Background: an optimization exercise with open tools, aiming at small area, a short achievable clock period and few clock cycles per item. Do not read the settings as production practice. At most, simulation tests tie the RTL to the original design; equivalence was not proved. Power and IR drop assume default switching activity.

lane 1:
==> flow/design.v (excerpt) <==
module dds_freq_scaler (
    input  wire        clk,
    input  wire        rst,                 
    input  wire        in_valid,
    output wire        in_ready,
    input  wire [47:0] in_q,
    input  wire [31:0] in_ref,
    output wire        out_valid,
    input  wire        out_ready,
    output wire [27:0] out_word,
    output reg  [1:0]  out_err
);
Settings: LEC_CHECK=0, CAP_MARGIN=20, CORE_MARGIN=2, CORE_UTILIZATION=60, CTS_BUF_LIST=sky130_fd_sc_hd__clkbuf_4 sky130_fd_sc_hd__clkbuf_8, SLEW_MARGIN=20; clock period 10.0 ns.
standard.sh (not shown) runs the stock make flow with config.mk's settings and CLKGATE_MAP_FILE= SYNTH_SCRIPT=/design/flow/synth_recipe.tcl, a recipe that flattens the netlist after the stock synthesis.
==> flow/flow/run.sh <==
#!/bin/bash
# Standard ORFS layout (the standard.sh), with two flow knobs changed:
#  - port buffers are buf_1 cells instead of the resizer's default pick;
set -euo pipefail
export BUFFER_PORTS_ARGS="-buffer_cell sky130_fd_sc_hd__buf_1"
export SETUP_SLACK_MARGIN="${SETUP_SLACK_MARGIN_OVERRIDE:-7.05}"
bash standard.sh > standard_flow.log 2>&1
The flow did not stop early for lane 1: all stages ran, and the layout cleared the timing, DRC and antenna checks.
Testbench counts of lane 1, summed over its fixed seeds: cycles 69,998, items 2,400.
For lane 2, these inputs were changed with respect to lane 1:
Settings: CORE_UTILIZATION changed from 60 to 50.
--- a/flow/flow/run.sh
+++ b/flow/flow/run.sh
@@ -6 +6 @@
-export SETUP_SLACK_MARGIN="${SETUP_SLACK_MARGIN_OVERRIDE:-7.05}"
+export SETUP_SLACK_MARGIN="${SETUP_SLACK_MARGIN_OVERRIDE:-7.0}"
Findings:
Going from lane 1 to lane 2, the part of the total power dissipated in combinational logic was found to have gone down by 0.2 points.
Delta (lane 2 minus lane 1): layout filler cell count picked up an extra 299, via count went down by 119, synthesized area per cell has remained practically unchanged.
Relative to lane 1, lane 2 degrades worst-case setup margin in the final layout.
Status: average routed wire per standard cell parity (lane 1, lane 2)
Lane 1 and lane 2 ended up with roughly the same sequential share of layout area.
Clock network fraction of total power delta (lane 1 -> lane 2): insignificant
The run with more routed wire is lane 2, not lane 1.
## Diff of input files: lane 3 against lane 2
Settings: CORE_UTILIZATION now 60, was 50.
--- a/flow/flow/run.sh
+++ b/flow/flow/run.sh
@@ -6 +6 @@
-export SETUP_SLACK_MARGIN="${SETUP_SLACK_MARGIN_OVERRIDE:-7.0}"
+export SETUP_SLACK_MARGIN="${SETUP_SLACK_MARGIN_OVERRIDE:-6.9}"
Lane 3 finished end to end and its layout was clean on timing, DRC and antenna. Initial standard-cell utilization of the core sits higher in lane 3 than in lane 2. Diff lane 2 -> lane 3: number of global-route vias before repair moved up, sequential power level, portion of the clock cycle consumed by the worst path in the final layout moved up, design area moved down.

---

## maple
Another version of the RTL of dds_freq_scaler (not shown whole).
Size: roughly 640 cells after synthesis, roughly 110 flip-flops, ~0.0060 mm² of cells after synthesis.
// dds_freq_scaler
module dds_freq_scaler (
    input  wire        clk,
    input  wire        rst,                 
    input  wire        in_valid,
    output wire        in_ready,
    input  wire [47:0] in_q,
    input  wire [31:0] in_ref,
    output wire        out_valid,
    input  wire        out_ready,
    output wire [27:0] out_word,
    output reg  [1:0]  out_err
);
    reg  [4:0]  cnt;                        
    reg         ldv;                        
    reg         fin;                        
    reg         wt;                         
    reg         outv;                       
    reg         inr;                        
    reg  [31:0] r;                          
    reg  [32:0] rem;                        
    reg         rem_sg;                     
    reg  [28:0] sr;                         
    reg         xr;                         
    reg         bad;                        
    wire        sub   = ~rem[32];
    wire        sub_h = ~rem_sg;
    wire [32:0] t     = {rem[31:0], xr};
    wire [32:0] a_b   = {{17{sub_h}}, {16{sub}}} ^ {1'b0, r};
    wire [32:0] a_p   = t ^ a_b;
    wire [32:0] a_g   = {t[32:1] & a_b[32:1], (t[0] & a_b[0]) | (a_p[0] & sub)};
    wire [33:0] a_c;
    assign a_c[0] = sub;
    wire a_G0_1 = a_g[1] | (a_p[1] & a_g[0]);
    wire a_G0_3 = a_g[3] | (a_p[3] & a_g[2]);
    wire a_P0_3 = a_p[3] & a_p[2];
    wire a_G0_5 = a_g[5] | (a_p[5] & a_g[4]);
    wire a_P0_5 = a_p[5] & a_p[4];
    wire a_G0_7 = a_g[7] | (a_p[7] & a_g[6]);
    wire a_P0_7 = a_p[7] & a_p[6];
    wire a_G0_9 = a_g[9] | (a_p[9] & a_g[8]);
  ...
clock: 10.0 ns
lec_check: 0
cap_margin: 20
core_margin: 2
core_utilization: 60
cts_buf_list: sky130_fd_sc_hd__clkbuf_4 sky130_fd_sc_hd__clkbuf_8
slew_margin: 20
==> flow/flow/run.sh <==
#!/bin/bash
# Standard ORFS layout (the standard.sh), with two flow knobs changed:
#  - port buffers are buf_1 cells instead of the resizer's default pick;
set -euo pipefail
export BUFFER_PORTS_ARGS="-buffer_cell sky130_fd_sc_hd__buf_1"
export SETUP_SLACK_MARGIN="${SETUP_SLACK_MARGIN_OVERRIDE:-6.95}"
bash standard.sh > standard_flow.log 2>&1
maple reached the final stage; the timing, DRC and antenna checks on its layout passed.
Testbench counts of maple, summed over its fixed seeds: cycles 69,998, items 2,400.
Modified inputs, pine compared to maple
- changing CORE_UTILIZATION from 60 to 50
--- a/flow/flow/run.sh
+++ b/flow/flow/run.sh
@@ -5,3 +5,3 @@
 export BUFFER_PORTS_ARGS="-buffer_cell sky130_fd_sc_hd__buf_1"
-export SETUP_SLACK_MARGIN="${SETUP_SLACK_MARGIN_OVERRIDE:-6.95}"
+export SETUP_SLACK_MARGIN="${SETUP_SLACK_MARGIN_OVERRIDE:-6.9}"
 bash standard.sh > standard_flow.log 2>&1
[summary]
Total via count in the routed design was lower in pine than in maple. Higher final wirelength was reported by maple, not pine. Sort pine and maple by sequential share of layout area, descending, and pine comes first. Between pine and maple, the routing usage on met1 is higher for maple. pine ends up with a worst reg-to-reg setup slack that is 0.02 ns higher than in maple. On switching fraction of total power, pine tracks maple almost exactly. Run comparison: maple beginning of the critical path sr[8]$_DFF_P_; pine beginning of the critical path sr[25]$_DFF_P_. When pine is measured against maple, its number of violations reported at the end of detailed-routing iteration 0 turns out 157 higher.

---

dds_freq_scaler, a different RTL version from the one above (not shown whole).
Size: ~560 cells after synthesis, ~110 flip-flops, roughly 120 I/O pins, about 5600 um2 of cells after synthesis.
==> flow/design.v (excerpt) <==
module dds_freq_scaler (
    input  wire        clk,
    input  wire        rst,                 
    input  wire        in_valid,
    output wire        in_ready,
    input  wire [47:0] in_q,
    input  wire [31:0] in_ref,
    output wire        out_valid,
    input  wire        out_ready,
    output wire [27:0] out_word,
    output reg  [1:0]  out_err
);
    reg         idle;                       
    reg         busy;                       
    reg         fin;                        
    reg         outv;                       
    reg  [4:0]  cnt;
    reg  [31:0] r;                          
    reg  [32:0] rem;                        
    reg         rem_sg;                     
    reg  [28:0] sr;                         
    reg         bad;                        
    wire        sub   = ~rem[32];
    wire        sub_h = ~rem_sg;
    wire [32:0] t     = {rem[31:0], sr[28]};
    wire [32:0] a_b   = {{17{sub_h}}, {16{sub}}} ^ {1'b0, r};
    wire [32:0] a_p   = t ^ a_b;
    wire [32:0] a_g   = {t[32:1] & a_b[32:1], (t[0] & a_b[0]) | (a_p[0] & sub)};
    wire [33:0] a_c;
    assign a_c[0] = sub;
    wire a_G0_1 = a_g[1] | (a_p[1] & a_g[0]);
    wire a_G0_3 = a_g[3] | (a_p[3] & a_g[2]);
    wire a_P0_3 = a_p[3] & a_p[2];
    wire a_G0_5 = a_g[5] | (a_p[5] & a_g[4]);
    wire a_P0_5 = a_p[5] & a_p[4];
    wire a_G0_7 = a_g[7] | (a_p[7] & a_g[6]);
    wire a_P0_7 = a_p[7] & a_p[6];
    wire a_G0_9 = a_g[9] | (a_p[9] & a_g[8]);
    wire a_P0_9 = a_p[9] & a_p[8];
    wire a_G0_11 = a_g[11] | (a_p[11] & a_g[10]);
    wire a_P0_11 = a_p[11] & a_p[10];
    wire a_G0_13 = a_g[13] | (a_p[13] & a_g[12]);
    wire a_P0_13 = a_p[13] & a_p[12];
    wire a_G0_15 = a_g[15] | (a_p[15] & a_g[14]);
    wire a_P0_15 = a_p[15] & a_p[14];
    wire a_G0_17 = a_g[17] | (a_p[17] & a_g[16]);
    wire a_P0_17 = a_p[17] & a_p[16];
    wire a_G0_19 = a_g[19] | (a_p[19] & a_g[18]);
    wire a_P0_19 = a_p[19] & a_p[18];
    wire a_G0_21 = a_g[21] | (a_p[21] & a_g[20]);
    wire a_P0_21 = a_p[21] & a_p[20];
    wire a_G0_23 = a_g[23] | (a_p[23] & a_g[22]);
    wire a_P0_23 = a_p[23] & a_p[22];
  ...
Settings: LEC_CHECK=0, CAP_MARGIN=20, CORE_MARGIN=2, CORE_UTILIZATION=60, CTS_BUF_LIST=sky130_fd_sc_hd__clkbuf_8 sky130_fd_sc_hd__clkbuf_16, CTS_CLUSTER_DIAMETER=200, CTS_CLUSTER_SIZE=40, SLEW_MARGIN=20; clock period 10.0 ns.
==> flow/flow/run.sh <==
#!/bin/bash
# Standard ORFS layout (the standard.sh), with two flow knobs changed:
#  - port buffers are buf_1 cells instead of the resizer's default pick;
set -euo pipefail
export BUFFER_PORTS_ARGS="-buffer_cell sky130_fd_sc_hd__buf_1"
export SETUP_SLACK_MARGIN="${SETUP_SLACK_MARGIN_OVERRIDE:-6.8}"
bash standard.sh > standard_flow.log 2>&1
Testbench counts at the start, summed over its fixed seeds: cycles 77,100, items 2,400.
Edit:
--- a/flow/flow/run.sh
+++ b/flow/flow/run.sh
@@ -6 +6 @@
-export SETUP_SLACK_MARGIN="${SETUP_SLACK_MARGIN_OVERRIDE:-6.8}"
+export SETUP_SLACK_MARGIN="${SETUP_SLACK_MARGIN_OVERRIDE:-6.9}"
Settings changed: CORE_UTILIZATION 60 to 50, CTS_BUF_LIST sky130_fd_sc_hd__clkbuf_8 sky130_fd_sc_hd__clkbuf_16 to sky130_fd_sc_hd__clkbuf_4 sky130_fd_sc_hd__clkbuf_8, CTS_CLUSTER_DIAMETER 200 to default, CTS_CLUSTER_SIZE 40 to default.
The new run produced a clean layout.
Cell area went up by 2.2%.
Global-route usage falls by 3.1 points.
Die area rose by 19%.
Routed wire length rises by 4.6%.
Edit:
Settings changed: CORE_UTILIZATION 50 to 60, GPL_ROUTABILITY_DRIVEN from default to 0.
=> Fmax fell by 0.96%; non-clock buffer count is unchanged; first-iteration DRC count fell by 37%; power fell by 2.1%; global-route usage rose by 3.1 points; sequential power fell by about 0.8%; register-to-register slack degrades by 0.07 ns; die area fell by 16%; hold slack degrades by 0.020 ns; sequential share of layout area rose by 0.47 points.
Edit:
Settings changed: GPL_ROUTABILITY_DRIVEN 0 to default.
What happened: Setup slack is unchanged; via count does not change; utilization does not change; routed wire length is unchanged; first-iteration DRC count stays the same; global-route usage does not change.

---

alpha:
dds_freq_scaler, a different RTL version from the one above (not shown whole).
For scale: about 700 cells after synthesis, roughly 110 flip-flops, roughly 120 I/O pins, ~0.0066 mm^2 of cells after synthesis.
==> flow/config.mk <==
export PLATFORM = sky130hd
export DESIGN_NAME = dds_freq_scaler
export DESIGN_NICKNAME = dds_freq_scaler
export VERILOG_FILES = /design/flow/design.v
export SDC_FILE = /design/flow/constraint.sdc
export NUM_CORES = 4
export LEC_CHECK = 0
export CAP_MARGIN = 20
export CORE_MARGIN = 2
export CORE_UTILIZATION = 70
export CTS_BUF_LIST = sky130_fd_sc_hd__clkbuf_2 sky130_fd_sc_hd__clkbuf_4 sky130_fd_sc_hd__clkbuf_8
export SLEW_MARGIN = 20
==> flow/constraint.sdc <==
create_clock -name core_clock -period 10.0 [get_ports {clk}]
set_input_delay 2.0000 -clock core_clock [delete_from_list [all_inputs] [get_ports {clk}]]
set_output_delay 2.0000 -clock core_clock [all_outputs]
set_load 0.01 [all_outputs]
==> flow/flow/run.sh <==
#!/bin/bash
# Standard ORFS layout (the standard.sh), with two flow knobs changed:
#  - port buffers are buf_1 cells instead of the resizer's default pick;
set -euo pipefail
export BUFFER_PORTS_ARGS="-buffer_cell sky130_fd_sc_hd__buf_1"
export SETUP_SLACK_MARGIN="${SETUP_SLACK_MARGIN_OVERRIDE:-7.0}"
bash standard.sh > standard_flow.log 2>&1
## Diff of input files: beta against alpha
- CTS_BUF_LIST: sky130_fd_sc_hd__clkbuf_2 sky130_fd_sc_hd__clkbuf_4 sky130_fd_sc_hd__clkbuf_8 -> unset
- CORE_UTILIZATION: 70 -> 40
==> comparison <==
Against alpha, total clock network power in beta rose by more than a quarter. Of alpha and beta, the lower setup slack on the worst flop-to-flop path belongs to alpha. In beta, the overall routed net length came out about 3% above the value in alpha. For the portion of the layout cell area used by clock cells, beta came in 1.4 points higher than alpha did. The run with more setup slack is beta; alpha has less. Lower fraction of the core area covered by cells at the end of the flow among alpha and beta: beta. Compared with alpha, beta supports a higher clock frequency.
#### Input delta (gamma over beta)
- CORE_UTILIZATION changed from 40 to 60
- CTS_BUF_LIST newly set to sky130_fd_sc_hd__clkbuf_4 sky130_fd_sc_hd__clkbuf_8
### Flow results
Looking at die area, gamma sits about 32% below beta.
Routed wire length for gamma is lower than for beta.
gamma — minimum setup slack in the final design 0.012 ns lower, beta as reference
| ratio of cells with drive above 1 in the final layout | gamma vs beta | 1.6 points lower |
Delta (gamma minus beta): flip-flop and latch count has remained practically unchanged; sequential portion of the cell area has increased.
The launching instance or port of the critical path comes out sr[20] in one run and sr[26] in the other, namely in gamma and beta respectively.
No run of this note included a check of the RTL's function; only the layout flow was run.

---

Setup of run 1:
dds_freq_scaler, a different RTL version from the one above (not shown whole).
Size in the first run: roughly 120 I/O pins.
==> flow/config.mk <==
export PLATFORM = sky130hd
export DESIGN_NAME = dds_freq_scaler
export DESIGN_NICKNAME = dds_freq_scaler
export VERILOG_FILES = /design/flow/design.v
export SDC_FILE = /design/flow/constraint.sdc
export NUM_CORES = 4
export LEC_CHECK = 0
export CAP_MARGIN = 20
export CORE_MARGIN = 2
export CORE_UTILIZATION = 40
export SLEW_MARGIN = 20
==> flow/constraint.sdc <==
create_clock -name core_clock -period 10.0 [get_ports {clk}]
set_input_delay 2.0000 -clock core_clock [delete_from_list [all_inputs] [get_ports {clk}]]
set_output_delay 2.0000 -clock core_clock [all_outputs]
set_load 0.01 [all_outputs]
==> flow/flow/run.sh <==
#!/bin/bash
# Standard ORFS layout (the standard.sh), with two flow knobs changed:
#  - port buffers are buf_1 cells instead of the resizer's default pick;
set -euo pipefail
export BUFFER_PORTS_ARGS="-buffer_cell sky130_fd_sc_hd__buf_1"
export SETUP_SLACK_MARGIN="${SETUP_SLACK_MARGIN_OVERRIDE:-6}"
bash standard.sh > standard_flow.log 2>&1
Run 1 finished every stage and its layout cleared the timing, DRC and antenna checks.
--- input diff run 1..run 2 ---
==> flow/run.sh (new file) <==
#!/bin/bash
# synth_recipe.tcl (not shown) runs the flow's synth.tcl, then flattens the netlist and writes it again
# the make line also repeats each setting of config.mk as NAME=value (left out here)
make -C /OpenROAD-flow-scripts/flow DESIGN_CONFIG=/design/flow/config.mk WORK_HOME=/design/flow/orfs CLKGATE_MAP_FILE= SYNTH_SCRIPT=/design/flow/synth_recipe.tcl finish
removed: flow/flow/run.sh
removed: flow/standard.sh
### Flow results
Run 1 finished end to end and its layout was clean on timing, DRC and antenna.
Looking at the reports, run 2 completed the entire flow and the layout it produced met the timing, DRC and antenna checks.
Routing usage on met3 across run 1 and run 2: no real change.
Per the comparison of run 2 with run 1, global-route usage over all layers +0.81 points; clock buffer count in the final layout +1; routed wire length +about 5%.
Compared with run 1, run 2 shows a higher relative area change from synthesis to final layout.
Maximum number of pins on one net before global-route repair: run 2 > run 1
Run 2 — combinational fraction of design power 1.1 points higher, run 1 as reference
Compared with run 1, run 2 shows number of global-route vias before repair higher by 300.
Input changes introduced in run 3 (baseline for comparison: run 2):
==> flow/flow/run.sh (new file) <==
#!/bin/bash
# Standard ORFS layout (the standard.sh), with two flow knobs changed:
#  - port buffers are buf_1 cells instead of the resizer's default pick;
set -euo pipefail
export BUFFER_PORTS_ARGS="-buffer_cell sky130_fd_sc_hd__buf_1"
export SETUP_SLACK_MARGIN="${SETUP_SLACK_MARGIN_OVERRIDE:-7.2}"
bash standard.sh > standard_flow.log 2>&1
==> flow/standard.sh (new file) <==
#!/bin/bash
# synth_recipe.tcl (not shown) runs the flow's synth.tcl, then flattens the netlist and writes it again
# the make line also repeats each setting of config.mk as NAME=value (left out here)
make -C /OpenROAD-flow-scripts/flow DESIGN_CONFIG=/design/flow/config.mk WORK_HOME=/design/flow/orfs CLKGATE_MAP_FILE= SYNTH_SCRIPT=/design/flow/synth_recipe.tcl "${@:-finish}"
removed: flow/run.sh
[summary]
Global-route usage, run 3 and run 2, lower one = run 2. Compared run 3 against run 2; switching share of power within noise. Measured against run 2, the switching power of the nets of run 3 comes out at 1.08 times the reference value.
No run of this note included a check of the RTL's function; only the layout flow was run.

## afterwards: timing with drivers on the ports
How much do the figures lean on ideal ports? The routed layouts below were timed once more, with nothing changed but the port constraints. Step 1 sets driving cells, clkbuf_16 on the clock port and buf_2 on the other inputs (assumed; they add their load-dependent delay and slew). Step 2 moves the port delays by t, midway between the first and last clock arrival at a register: inputs arrive t later, outputs are due t later. That takes back most of the time a late clock gives input paths. Three values: ideal, step 1, step 2; two values: the first two.
run	t (ns)	slack for setup (ns)	worst register clock-pin slew, ns
lane 1	0.397	7.051 / 7.051 / 6.667	0.10 / 0.10
lane 2	0.411	7.047 / 7.012 / 6.709	0.10 / 0.10
lane 3	0.396	6.971 / 6.938 / 6.667	0.10 / 0.10
maple	0.418	7.009 / 6.976 / 6.674	0.10 / 0.10
pine	0.427	6.941 / 6.906 / 6.699	0.10 / 0.10
the first run of note 3	0.406	6.918 / 6.900 / 6.918	0.11 / 0.11
the second run of note 3	0.409	6.977 / 6.944 / 7.074	0.10 / 0.10
the third run of note 3	0.407	6.948 / 6.916 / 6.995	0.11 / 0.11
the fourth run of note 3	0.407	6.948 / 6.916 / 6.995	0.11 / 0.11
alpha	0.392	6.991 / 6.990 / 6.991	0.11 / 0.11
beta	0.397	7.025 / 6.983 / 7.027	0.08 / 0.08
gamma	0.426	7.013 / 6.975 / 7.039	0.10 / 0.10
run 1	0.398	6.331 / 6.331 / 6.331	0.07 / 0.07
run 2	0.395	6.177 / 6.134 / 6.308	0.07 / 0.07
run 3	0.395	7.047 / 7.029 / 7.047	0.08 / 0.08
After both steps setup and hold are still met in every run listed. For lane 1, which loses most, drivers alone change the setup slack by 0.000 ns; drivers and shift together by -0.384 ns.
